Context: an optimization exercise on an open-source flow, tuned for small area. The choices shown serve that exercise and are no tape-out recipe. In this exercise RTL edits were held to simulation tests only and were not proved equivalent to the original. Power and IR drop assume default switching activity.

Setup of run 1:
## fcr_top
module fcr_top (
    input  wire        clk,
    input  wire        rst,
    input  wire        enc_valid,
    input  wire [7:0]  enc_data,
    output wire        enc_ready,
    output wire        enc_err,
    output wire        wire_valid,
    output wire [7:0]  wire_data,
    output wire        wire_last,
    input  wire        wire_ready,
    input  wire [15:0] rd_natt,
    input  wire [15:0] rd_explen,
    input  wire [3:0]  rd_start,
    input  wire [3:0]  rx_valid,
    input  wire [31:0] rx_data,
    input  wire [3:0]  rx_empty,
    output wire [3:0]  rx_ready,
    output wire [3:0]  pl_valid,
    output wire [31:0] pl_data,
    output wire [3:0]  pl_clear,
    output wire [3:0]  rx_done,
    output wire [3:0]  rc_frame,
    output wire [7:0]  dstat,
    output wire [39:0] dlen,
    output wire [39:0] raw_cnt,
    output wire [3:0]  f_lenerr,
    output wire [3:0]  f_ovf,
    output wire [3:0]  f_resync,
    output wire [31:0] d_len,
    output wire [31:0] d_chk
);
Size: ~1600 cells after synthesis, about 410 flip-flops, ~17000 sq um of cells after synthesis.
==> module fcr_rx_chan, before the edit <==
module fcr_rx_chan (
    input  wire        clk,
    input  wire        rst,
    input  wire        rd_start,
    input  wire [15:0] rd_natt,
    input  wire [15:0] rd_explen,
    input  wire        rx_valid,
    input  wire [7:0]  rx_data,
    input  wire        rx_empty,
    output wire        rx_ready,
    output reg         pl_valid,
    output wire [7:0]  pl_data,
    output reg         pl_clear,
    output wire        done,
    output wire        rc_frame,
    output wire [1:0]  dstat,
    output wire [9:0]  dlen,
    output wire [9:0]  raw_cnt,
    output wire        f_lenerr,
    output wire        f_ovf,
    output wire        f_resync,
    output wire [7:0]  d_len,
    output wire [7:0]  d_chk
);
    localparam [7:0] START_MARKER = 8'h02;
    localparam [7:0] END_MARKER   = 8'h03;
    localparam [7:0] ESCAPE       = 8'h10;
    reg [1:0]  st;
    reg [9:0]  cnt;          
    reg        esc;          
    reg        started;      
    reg [15:0] att;          
    reg [9:0]  explen;       
    reg        fo, fr;
    reg [9:0]  n;            
    reg [7:0]  sum;          
    reg [7:0]  p1, p2, p3;   
    reg [7:0]  lenb;         
    wire att_zero = (att == 16'd0);
    wire active = (st == 2'b01) && !att_zero;
    assign rx_ready = active;
    assign done     = st[1] || (st[0] && att_zero);
    wire start      = rd_start && !active;
    wire take_byte  = active && rx_valid;
    wire take_empty = active && !rx_valid && rx_empty;
    wire b_start = (rx_data == START_MARKER);
    wire b_end   = (rx_data == END_MARKER);
    wire b_esc   = (rx_data == ESCAPE);
    wire is_resync = b_start && (cnt != 10'd0) && !started;
    wire is_ovf    = cnt[9] && cnt[1] && cnt[0];
    wire restart   = is_resync || is_ovf;
    wire k0        = restart || (cnt == 10'd0);
    wire started_k = k0 ? b_start : started;
    wire cls_len   = !k0 && (cnt == 10'd1) && started;
    wire cls_start = k0 && b_start;
    wire plain     = !cls_len && !cls_start && !(esc && !k0);
    wire cls_esc   = plain && b_esc;
    wire cls_end   = plain && b_end;
    wire app       = take_byte && !cls_esc;        
    wire tr        = take_byte && restart;         
    wire [9:0] nk  = restart ? 10'd0 : n;
    wire [9:0]  cnt_inc = cnt + {9'd0, take_byte};
    wire [9:0]  n_inc   = n + {9'd0, app};
    wire [15:0] att_dec = att - {15'd0, take_empty};
    always @(posedge clk) begin
        if (rst) begin
            st       <= 2'b00;
            pl_valid <= 1'b0;
            pl_clear <= 1'b0;
        end else begin
            pl_valid <= app && started_k && (nk >= 10'd4);
            pl_clear <= start || (take_byte && is_ovf && !is_resync);
            if (start)
                st <= 2'b01;
            else if (take_byte && cls_end)
                st <= 2'b11;
        end
    end
    always @(posedge clk) begin
        cnt <= start ? 10'd0 : tr ? 10'd1 : cnt_inc;
        n   <= start ? 10'd0 : tr ? {9'd0, app} : n_inc;
        att <= start ? rd_natt : att_dec;
        fo  <= !start && (fo || (take_byte && is_ovf && !is_resync));
        fr  <= !start && (fr || (take_byte && is_resync));
        p3  <= p2;
        sum <= (app && nk < 10'd3) ? 8'd0 : sum + (app ? p2 : 8'd0);
    end
    always @(posedge clk) begin
        if (start) begin
            explen    <= {rd_explen[9:8] | {2{|rd_explen[15:10]}}, rd_explen[7:0]};
        end else if (take_byte) begin
            started <= started_k;
            esc     <= cls_esc;
            if (!cls_esc) begin
                p1 <= rx_data;
                p2 <= p1;
                if (nk == 10'd1)
                    lenb <= rx_data;
            end
        end
    end
    wire short = (n < 10'd5);
    wire ok    = !short && started && st[1] && (sum == p2);
    assign pl_data  = p3;
    assign rc_frame = st[1];
    assign dstat    = short ? 2'd1 : (!started || !st[1]) ? 2'd3 : (sum != p2) ? 2'd2 : 2'd0;
    assign dlen     = ok ? n : 10'd0;
    assign raw_cnt  = cnt;
    assign f_lenerr = st[1] && (cnt != explen);
    assign f_ovf    = fo;
    assign f_resync = fr;
    assign d_len    = ok ? lenb : 8'd0;
    assign d_chk    = ok ? p2 : 8'd0;
endmodule
clock: 7.0 ns
lec_check: 0
cap_margin: 0
core_margin: 2
core_utilization: 75
place_density: 0.85
slew_margin: 0
standard.sh (not shown) runs the stock make flow with config.mk's settings and CLKGATE_MAP_FILE= SYNTH_SCRIPT=/design/flow/synth_recipe.tcl, a recipe that flattens the netlist after the stock synthesis.
==> flow/flow/run.sh <==
#!/bin/bash
# Standard ORFS layout, with: the standard flow's synthesis but an area-oriented ABC script
# (with deep resynthesis), ripple-carry adders (flow/lcu_ripple.v) in place of
# Kogge-Stone and no full/half-adder cell extraction (left to ABC),
# smaller port buffers, a sparser clock tree with no dummy loads.
set -euo pipefail
cd "$(dirname "$0")/.."
W=$(pwd)
export FLOW_SYNTH_TCL=$W/synth_recipe.tcl
export MY_ABC_SCRIPT=$W/flow/area.abc
export SYNTH_OPERATIONS_ARGS="-extra-map $W/flow/lcu_ripple.v"
export ADDER_MAP_FILE=
sed "s#SYNTH_SCRIPT=[^ ]*synth_recipe.tcl#SYNTH_SCRIPT=$W/flow/my_synth.tcl#" standard.sh > my_standard.sh
grep -q "SYNTH_SCRIPT=$W/flow/my_synth.tcl" my_standard.sh
export BUFFER_PORTS_ARGS="-buffer_cell sky130_fd_sc_hd__buf_1"
export CTS_ARGS="-sink_clustering_enable -repair_clock_nets -dont_use_dummy_load -buf_list sky130_fd_sc_hd__clkbuf_4 -sink_clustering_size 10 -sink_clustering_max_diameter 40"
bash my_standard.sh > standard_make.log 2>&1
cp -r orfs/logs flow_logs 2>/dev/null || true
==> flow/flow/area.abc <==
strash
&get -n
&st
&deepsyn -T 120
&dch -f
&nf -R 1000 -p -a
&put
mfs3 -a
&get -n
&st
&dch -f
&nf -R 1000 -p -a
&put
==> flow/flow/lcu_ripple.v <==
(* techmap_celltype = "$lcu" *)
module _80_lcu_ripple (P, G, CI, CO);
	parameter WIDTH = 2;

	(* force_downto *)
	input [WIDTH-1:0] P, G;
	input CI;

	(* force_downto *)
	output [WIDTH-1:0] CO;

	integer i;
	(* force_downto *)
	reg [WIDTH-1:0] co;
	reg c;

	wire [1023:0] _TECHMAP_DO_ = "proc; opt -fast";

	always @* begin
		c = CI;
		for (i = 0; i < WIDTH; i = i + 1) begin
			c = G[i] | (P[i] & c);
			co[i] = c;
		end
	end

	assign CO = co;
endmodule
==> flow/flow/my_synth.tcl <==
# The standard synthesis (synth_recipe.tcl), with ABC's technology mapping
# run from an area-oriented script (flow/area.abc) instead of ORFS's speed script.
proc abc {args} {
  set i [lsearch -exact $args -script]
  if {$i >= 0} { lset args [expr {$i + 1}] $::env(MY_ABC_SCRIPT) }
  yosys abc {*}$args
}
source $::env(FLOW_SYNTH_TCL)
> inputs changed (run 1 -> run 2)
--- a/flow/design.v
+++ b/flow/design.v
@@ -113,17 +113,17 @@
     reg        esc;          
     reg        started;      
     reg [15:0] att;          
     reg [9:0]  explen;       
+    reg        explen_hi;    
     reg        fo, fr;
     reg [9:0]  n;            
     reg [7:0]  sum;          
     reg [7:0]  p1, p2, p3;   
     reg [7:0]  lenb;         
-    wire att_zero = (att == 16'd0);
-    wire active = (st == 2'b01) && !att_zero;
+    wire active = (st == 2'b01);
     assign rx_ready = active;
-    assign done     = st[1] || (st[0] && att_zero);
+    assign done     = st[1];
     wire start      = rd_start && !active;
     wire take_byte  = active && rx_valid;
     wire take_empty = active && !rx_valid && rx_empty;
     wire b_start = (rx_data == START_MARKER);
@@ -135,9 +135,9 @@
     wire k0        = restart || (cnt == 10'd0);
     wire started_k = k0 ? b_start : started;
     wire cls_len   = !k0 && (cnt == 10'd1) && started;
     wire cls_start = k0 && b_start;
-    wire plain     = !cls_len && !cls_start && !(esc && !k0);
+    wire plain     = !cls_len && !cls_start && !(esc && !restart);
     wire cls_esc   = plain && b_esc;
     wire cls_end   = plain && b_end;
     wire app       = take_byte && !cls_esc;        
     wire tr        = take_byte && restart;         
@@ -153,11 +153,13 @@
         end else begin
             pl_valid <= app && started_k && (nk >= 10'd4);
             pl_clear <= start || (take_byte && is_ovf && !is_resync);
             if (start)
-                st <= 2'b01;
+                st <= (rd_natt == 16'd0) ? 2'b10 : 2'b01;
             else if (take_byte && cls_end)
                 st <= 2'b11;
+            else if (take_empty && att == 16'd1)
+                st <= 2'b10;
         end
     end
     always @(posedge clk) begin
         cnt <= start ? 10'd0 : tr ? 10'd1 : cnt_inc;
@@ -169,9 +171,11 @@
         sum <= (app && nk < 10'd3) ? 8'd0 : sum + (app ? p2 : 8'd0);
     end
     always @(posedge clk) begin
         if (start) begin
-            explen    <= {rd_explen[9:8] | {2{|rd_explen[15:10]}}, rd_explen[7:0]};
+            esc       <= 1'b0;
+            explen    <= rd_explen[9:0];
+            explen_hi <= |rd_explen[15:10];
         end else if (take_byte) begin
             started <= started_k;
             esc     <= cls_esc;
             if (!cls_esc) begin
@@ -182,15 +186,15 @@
             end
         end
     end
     wire short = (n < 10'd5);
-    wire ok    = !short && started && st[1] && (sum == p2);
+    wire ok    = !short && started && st[0] && (sum == p2);
     assign pl_data  = p3;
-    assign rc_frame = st[1];
-    assign dstat    = short ? 2'd1 : (!started || !st[1]) ? 2'd3 : (sum != p2) ? 2'd2 : 2'd0;
+    assign rc_frame = st[0];
+    assign dstat    = short ? 2'd1 : (!started || !st[0]) ? 2'd3 : (sum != p2) ? 2'd2 : 2'd0;
     assign dlen     = ok ? n : 10'd0;
     assign raw_cnt  = cnt;
-    assign f_lenerr = st[1] && (cnt != explen);
+    assign f_lenerr = st[0] && (explen_hi || (cnt != explen));
     assign f_ovf    = fo;
     assign f_resync = fr;
     assign d_len    = ok ? lenb : 8'd0;
     assign d_chk    = ok ? p2 : 8'd0;
Notes after the runs:
- In run 2 the clock-buffer cell count turned out about 4% higher than in run 1.
- Relative to run 1, proportion of synthesized chip area in sequential cells has decreased by 0.42 points in run 2.
- Via total after detailed routing grows by a few percent when moving from run 1 to run 2.
- Run 2 ends up with a final core utilization that is 0.88 points higher than in run 1.
- Looking at post-synthesis share of cell area spent on full adders, half adders and majority gates across run 2 and run 1, the one that comes out higher is run 1.
- Of the two candidates, run 1 has the worse highest clock rate and run 2 the better one.
- Run 1 → run 2: number of optimization iterations in the first detailed-route pass has increased, worst setup margin +0.24 ns, post-layout total power up about 2%, setup slack at placement has increased.
- Compared with run 1, in run 2 post-DP HPWL now sits higher; part of the power in the clock network decreased 0.2 points.

---

The RTL this note starts from:
==> flow/design.v <==
module fcr_enc (
    input  wire       clk,
    input  wire       rst,
    input  wire       in_valid,
    input  wire [7:0] in_data,
    output wire       in_ready,
    output reg        err,
    output wire       out_valid,
    output reg  [7:0] out_data,
    output wire       out_last,
    input  wire       out_ready
);
    localparam [2:0] E_IDLE = 3'd0, E_START = 3'd1, E_SUM = 3'd2, E_PAY = 3'd3,
                     E_PESC = 3'd4, E_PDAT = 3'd5, E_CESC = 3'd6, E_END = 3'd7;
    reg [2:0] state;
    reg [7:0] left;
    reg [7:0] sum;           
    reg [7:0] data;
    function needs_esc(input [7:0] b);
        needs_esc = (b == 8'h03) || (b == 8'h10);
    endfunction
    assign in_ready  = (state == E_IDLE) || (state == E_PAY);
    assign out_valid = !in_ready;
    assign out_last  = (state == E_END);
    always @(*) begin
        case (state)
            E_START: out_data = 8'h02;
            E_PESC:  out_data = 8'h10;
            E_PDAT:  out_data = data;
            E_CESC:  out_data = 8'h10;
            E_END:   out_data = 8'h03;
            default: out_data = sum;
        endcase
    end
    wire last = (left == 8'd0);
    always @(posedge clk) begin
        if (rst) begin
            state <= E_IDLE;
            err   <= 1'b0;
        end else begin
            err <= 1'b0;
            case (state)
                E_IDLE:
                    if (in_valid) begin
                        if (in_data == 8'd0)
                            err <= 1'b1;
                        else
                            state <= E_START;
                    end
                E_START:
                    if (out_ready) state <= E_SUM;
                E_SUM:
                    if (out_ready) state <= last ? E_END : E_PAY;
                E_PAY:
                    if (in_valid) state <= needs_esc(in_data) ? E_PESC : E_PDAT;
                E_PESC:
                    if (out_ready) state <= E_PDAT;
                E_PDAT:
                    if (out_ready) begin
                        if (last)
                            state <= needs_esc(sum) ? E_CESC : E_SUM;
                        else
                            state <= E_PAY;
                    end
                E_CESC:
                    if (out_ready) state <= E_SUM;
                default:   
                    if (out_ready) state <= E_IDLE;
            endcase
        end
    end
    wire take_pay = (state == E_PAY) && in_valid;
    always @(posedge clk) begin
        left <= (state == E_IDLE) ? in_data : left - {7'd0, take_pay};
        sum  <= (state == E_IDLE) ? in_data : sum + (take_pay ? in_data : 8'd0);
        if (take_pay)
            data <= in_data;
    end
endmodule
module fcr_rx_chan (
    input  wire        clk,
    input  wire        rst,
    input  wire        rd_start,
    input  wire [15:0] rd_natt,
    input  wire [15:0] rd_explen,
    input  wire        rx_valid,
    input  wire [7:0]  rx_data,
    input  wire        rx_empty,
    output wire        rx_ready,
    output reg         pl_valid,
    output wire [7:0]  pl_data,
    output reg         pl_clear,
    output wire        done,
    output wire        rc_frame,
    output wire [1:0]  dstat,
    output wire [9:0]  dlen,
    output wire [9:0]  raw_cnt,
    output wire        f_lenerr,
    output wire        f_ovf,
    output wire        f_resync,
    output wire [7:0]  d_len,
    output wire [7:0]  d_chk
);
    localparam [7:0] START_MARKER = 8'h02;
    localparam [7:0] END_MARKER   = 8'h03;
    localparam [7:0] ESCAPE       = 8'h10;
    reg [1:0]  st;
    reg [9:0]  cnt;          
    reg        esc;          
    reg        started;      
    reg [15:0] att;          
    reg [9:0]  explen;       
    reg        fo, fr;
    reg [9:0]  n;            
    reg [7:0]  sum;          
    reg [7:0]  p1, p2, p3;   
    reg [7:0]  lenb;         
    wire att_zero = (att == 16'd0);
    wire active = (st == 2'b01) && !att_zero;
    assign rx_ready = active;
    assign done     = st[1] || (st[0] && att_zero);
    wire start      = rd_start && !active;
    wire take_byte  = active && rx_valid;
    wire take_empty = active && !rx_valid && rx_empty;
    wire b_start = (rx_data == START_MARKER);
    wire b_end   = (rx_data == END_MARKER);
    wire b_esc   = (rx_data == ESCAPE);
    wire is_resync = b_start && (cnt != 10'd0) && !started;
    wire is_ovf    = cnt[9] && cnt[1] && cnt[0];
    wire restart   = is_resync || is_ovf;
    wire k0        = restart || (cnt == 10'd0);
    wire started_k = k0 ? b_start : started;
    wire cls_len   = !k0 && (cnt == 10'd1) && started;
    wire cls_start = k0 && b_start;
    wire plain     = !cls_len && !cls_start && !(esc && !k0);
    wire cls_esc   = plain && b_esc;
    wire cls_end   = plain && b_end;
    wire app       = take_byte && !cls_esc;        
    wire tr        = take_byte && restart;         
    wire [9:0] nk  = restart ? 10'd0 : n;
    wire [9:0]  cnt_inc = cnt + {9'd0, take_byte};
    wire [9:0]  n_inc   = n + {9'd0, app};
    wire [15:0] att_dec = att - {15'd0, take_empty};
    always @(posedge clk) begin
        if (rst) begin
            st       <= 2'b00;
            pl_valid <= 1'b0;
            pl_clear <= 1'b0;
        end else begin
            pl_valid <= app && started_k && (nk >= 10'd4);
            pl_clear <= start || (take_byte && is_ovf && !is_resync);
            if (start)
                st <= 2'b01;
            else if (take_byte && cls_end)
                st <= 2'b11;
        end
    end
    always @(posedge clk) begin
        cnt <= start ? 10'd0 : tr ? 10'd1 : cnt_inc;
        n   <= start ? 10'd0 : tr ? {9'd0, app} : n_inc;
        att <= start ? rd_natt : att_dec;
        fo  <= !start && (fo || (take_byte && is_ovf && !is_resync));
        fr  <= !start && (fr || (take_byte && is_resync));
        p3  <= p2;
        sum <= (app && nk < 10'd3) ? 8'd0 : sum + (app ? p2 : 8'd0);
    end
    always @(posedge clk) begin
        if (start) begin
            explen    <= {rd_explen[9:8] | {2{|rd_explen[15:10]}}, rd_explen[7:0]};
        end else if (take_byte) begin
            started <= started_k;
            esc     <= cls_esc;
            if (!cls_esc) begin
                p1 <= rx_data;
                p2 <= p1;
                if (nk == 10'd1)
                    lenb <= rx_data;
            end
        end
    end
    wire short = (n < 10'd5);
    wire ok    = !short && started && st[1] && (sum == p2);
    assign pl_data  = p3;
    assign rc_frame = st[1];
    assign dstat    = short ? 2'd1 : (!started || !st[1]) ? 2'd3 : (sum != p2) ? 2'd2 : 2'd0;
    assign dlen     = ok ? n : 10'd0;
    assign raw_cnt  = cnt;
    assign f_lenerr = st[1] && (cnt != explen);
    assign f_ovf    = fo;
    assign f_resync = fr;
    assign d_len    = ok ? lenb : 8'd0;
    assign d_chk    = ok ? p2 : 8'd0;
endmodule
module fcr_top (
    input  wire        clk,
    input  wire        rst,
    input  wire        enc_valid,
    input  wire [7:0]  enc_data,
    output wire        enc_ready,
    output wire        enc_err,
    output wire        wire_valid,
    output wire [7:0]  wire_data,
    output wire        wire_last,
    input  wire        wire_ready,
    input  wire [15:0] rd_natt,
    input  wire [15:0] rd_explen,
    input  wire [3:0]  rd_start,
    input  wire [3:0]  rx_valid,
    input  wire [31:0] rx_data,
    input  wire [3:0]  rx_empty,
    output wire [3:0]  rx_ready,
    output wire [3:0]  pl_valid,
    output wire [31:0] pl_data,
    output wire [3:0]  pl_clear,
    output wire [3:0]  rx_done,
    output wire [3:0]  rc_frame,
    output wire [7:0]  dstat,
    output wire [39:0] dlen,
    output wire [39:0] raw_cnt,
    output wire [3:0]  f_lenerr,
    output wire [3:0]  f_ovf,
    output wire [3:0]  f_resync,
    output wire [31:0] d_len,
    output wire [31:0] d_chk
);
    localparam N_CH = 4;
    fcr_enc u_enc (
        .clk       (clk),
        .rst       (rst),
        .in_valid  (enc_valid),
        .in_data   (enc_data),
        .in_ready  (enc_ready),
        .err       (enc_err),
        .out_valid (wire_valid),
        .out_data  (wire_data),
        .out_last  (wire_last),
        .out_ready (wire_ready)
    );
    genvar c;
    generate
        for (c = 0; c < N_CH; c = c + 1) begin : g_ch
            fcr_rx_chan u_ch (
                .clk      (clk),
                .rst      (rst),
                .rd_start (rd_start[c]),
                .rd_natt  (rd_natt),
                .rd_explen  (rd_explen),
                .rx_valid (rx_valid[c]),
                .rx_data  (rx_data[8*c +: 8]),
                .rx_empty (rx_empty[c]),
                .rx_ready (rx_ready[c]),
                .pl_valid (pl_valid[c]),
                .pl_data  (pl_data[8*c +: 8]),
                .pl_clear (pl_clear[c]),
                .done     (rx_done[c]),
                .rc_frame (rc_frame[c]),
                .dstat    (dstat[2*c +: 2]),
                .dlen     (dlen[10*c +: 10]),
                .raw_cnt  (raw_cnt[10*c +: 10]),
                .f_lenerr   (f_lenerr[c]),
                .f_ovf    (f_ovf[c]),
                .f_resync (f_resync[c]),
                .d_len    (d_len[8*c +: 8]),
                .d_chk    (d_chk[8*c +: 8])
            );
        end
    endgenerate
endmodule
Settings: LEC_CHECK=0, CAP_MARGIN=0, CORE_MARGIN=2, CORE_UTILIZATION=75, PLACE_DENSITY=0.85, SLEW_MARGIN=0; clock period 7.0 ns.
Scripts as last shown in full above: flow/flow/run.sh, flow/flow/area.abc, flow/flow/lcu_ripple.v, flow/flow/my_synth.tcl
The baseline passed the timing, DRC and antenna checks.
Change:
--- a/flow/design.v
+++ b/flow/design.v
@@ -7,15 +7,16 @@
     output reg        err,
     output wire       out_valid,
     output reg  [7:0] out_data,
     output wire       out_last,
     input  wire       out_ready
 );
-    localparam [2:0] E_IDLE = 3'd0, E_START = 3'd1, E_SUM = 3'd2, E_PAY = 3'd3,
-                     E_PESC = 3'd4, E_PDAT = 3'd5, E_CESC = 3'd6, E_END = 3'd7;
-    reg [2:0] state;
+    localparam [3:0] E_IDLE = 4'd0, E_START = 4'd1, E_LEN = 4'd2, E_PAY = 4'd3,
+                     E_PESC = 4'd4, E_PDAT = 4'd5, E_CESC = 4'd6, E_CHK = 4'd7,
+                     E_END = 4'd8;
+    reg [3:0] state;
     reg [7:0] left;
     reg [7:0] sum;           
     reg [7:0] data;
     function needs_esc(input [7:0] b);
         needs_esc = (b == 8'h03) || (b == 8'h10);
     endfunction
@@ -29,13 +30,12 @@
             E_PDAT:  out_data = data;
             E_CESC:  out_data = 8'h10;
             E_END:   out_data = 8'h03;
             default: out_data = sum;
         endcase
     end
-    wire last = (left == 8'd0);
     always @(posedge clk) begin
         if (rst) begin
             state <= E_IDLE;
             err   <= 1'b0;
         end else begin
             err <= 1'b0;
@@ -45,30 +45,34 @@
                         if (in_data == 8'd0)
                             err <= 1'b1;
                         else
                             state <= E_START;
                     end
                 E_START:
-                    if (out_ready) state <= E_SUM;
-                E_SUM:
-                    if (out_ready) state <= last ? E_END : E_PAY;
+                    if (out_ready) state <= E_LEN;
+                E_LEN:
+                    if (out_ready) state <= E_PAY;
                 E_PAY:
                     if (in_valid) state <= needs_esc(in_data) ? E_PESC : E_PDAT;
                 E_PESC:
                     if (out_ready) state <= E_PDAT;
                 E_PDAT:
                     if (out_ready) begin
-                        if (last)
-                            state <= needs_esc(sum) ? E_CESC : E_SUM;
+                        if (left == 8'd0)
+                            state <= needs_esc(sum) ? E_CESC : E_CHK;
                         else
                             state <= E_PAY;
                     end
                 E_CESC:
-                    if (out_ready) state <= E_SUM;
-                default:   
+                    if (out_ready) state <= E_CHK;
+                E_CHK:
+                    if (out_ready) state <= E_END;
+                E_END:
                     if (out_ready) state <= E_IDLE;
+                default:
+                    state <= E_IDLE;
             endcase
         end
     end
     wire take_pay = (state == E_PAY) && in_valid;
     always @(posedge clk) begin
         left <= (state == E_IDLE) ? in_data : left - {7'd0, take_pay};
@@ -107,12 +111,13 @@
     reg [1:0]  st;
     reg [9:0]  cnt;          
     reg        esc;          
     reg        started;      
     reg [15:0] att;          
     reg [9:0]  explen;       
+    reg        explen_hi;    
     reg        fo, fr;
     reg [9:0]  n;            
     reg [7:0]  sum;          
     reg [7:0]  p1, p2, p3;   
     reg [7:0]  lenb;         
     wire att_zero = (att == 16'd0);
@@ -129,13 +134,13 @@
     wire is_ovf    = cnt[9] && cnt[1] && cnt[0];
     wire restart   = is_resync || is_ovf;
     wire k0        = restart || (cnt == 10'd0);
     wire started_k = k0 ? b_start : started;
     wire cls_len   = !k0 && (cnt == 10'd1) && started;
     wire cls_start = k0 && b_start;
-    wire plain     = !cls_len && !cls_start && !(esc && !k0);
+    wire plain     = !cls_len && !cls_start && !(esc && !restart);
     wire cls_esc   = plain && b_esc;
     wire cls_end   = plain && b_end;
     wire app       = take_byte && !cls_esc;        
     wire tr        = take_byte && restart;         
     wire [9:0] nk  = restart ? 10'd0 : n;
     wire [9:0]  cnt_inc = cnt + {9'd0, take_byte};
@@ -163,13 +168,15 @@
         fr  <= !start && (fr || (take_byte && is_resync));
         p3  <= p2;
         sum <= (app && nk < 10'd3) ? 8'd0 : sum + (app ? p2 : 8'd0);
     end
     always @(posedge clk) begin
         if (start) begin
-            explen    <= {rd_explen[9:8] | {2{|rd_explen[15:10]}}, rd_explen[7:0]};
+            esc       <= 1'b0;
+            explen    <= rd_explen[9:0];
+            explen_hi <= |rd_explen[15:10];
         end else if (take_byte) begin
             started <= started_k;
             esc     <= cls_esc;
             if (!cls_esc) begin
                 p1 <= rx_data;
                 p2 <= p1;
@@ -182,13 +189,13 @@
     wire ok    = !short && started && st[1] && (sum == p2);
     assign pl_data  = p3;
     assign rc_frame = st[1];
     assign dstat    = short ? 2'd1 : (!started || !st[1]) ? 2'd3 : (sum != p2) ? 2'd2 : 2'd0;
     assign dlen     = ok ? n : 10'd0;
     assign raw_cnt  = cnt;
-    assign f_lenerr = st[1] && (cnt != explen);
+    assign f_lenerr = st[1] && (explen_hi || (cnt != explen));
     assign f_ovf    = fo;
     assign f_resync = fr;
     assign d_len    = ok ? lenb : 8'd0;
     assign d_chk    = ok ? p2 : 8'd0;
 endmodule
 module fcr_top (
=>
- The changed run produced a clean layout
- non-clock buffer count rises by 1
- worst hold slack loses 27 ps
- synthesized cell count rises by 0.55%
- critical path depth falls by 5
- global-route usage rises by 0.48 points
- die area rises by 0.56%
- design area rises by 0.50%
- wire length rises by 1.7%
- power rises by 1.9%

port drivers added, routing unchanged:
In the flow no input, the clock included, has a driving cell. The finished layouts below were timed again as built, in two steps. Step 1 sets driving cells, clkbuf_16 on the clock port and buf_2 on the other inputs (assumed; they add their load-dependent delay and slew). Step 2 moves the port delays by t, midway between the first and last clock arrival at a register: inputs arrive t later, outputs are due t later. That takes back most of the time a late clock gives input paths. Three values: ideal ports, drivers, drivers and shift; two values: the first two.
| run | t, ns | slack for setup (ns) | worst hold slack (ns) | worst setup path after step 2 | worst register clock-pin slew, ns |
|---|---|---|---|---|---|
| run 1 | 0.723 | 1.916 / 1.916 / 1.292 | 0.406 / 0.406 / 0.406 | input to register | 0.11 / 0.11 |
| run 2 | 0.732 | 2.161 / 2.176 / 1.454 | 0.410 / 0.410 / 0.410 | input to register | 0.11 / 0.11 |
| the first run of note 2 | 0.711 | 1.579 / 1.590 / 0.879 | 0.419 / 0.419 / 0.419 | input to register | 0.11 / 0.11 |
| the second run of note 2 | 0.734 | 1.869 / 1.869 / 1.562 | 0.392 / 0.392 / 0.392 | input to register | 0.11 / 0.11 |
After both steps every run listed still meets setup and hold. For run 2, which loses most, drivers alone change the setup slack by +0.015 ns; drivers and shift together by -0.707 ns.
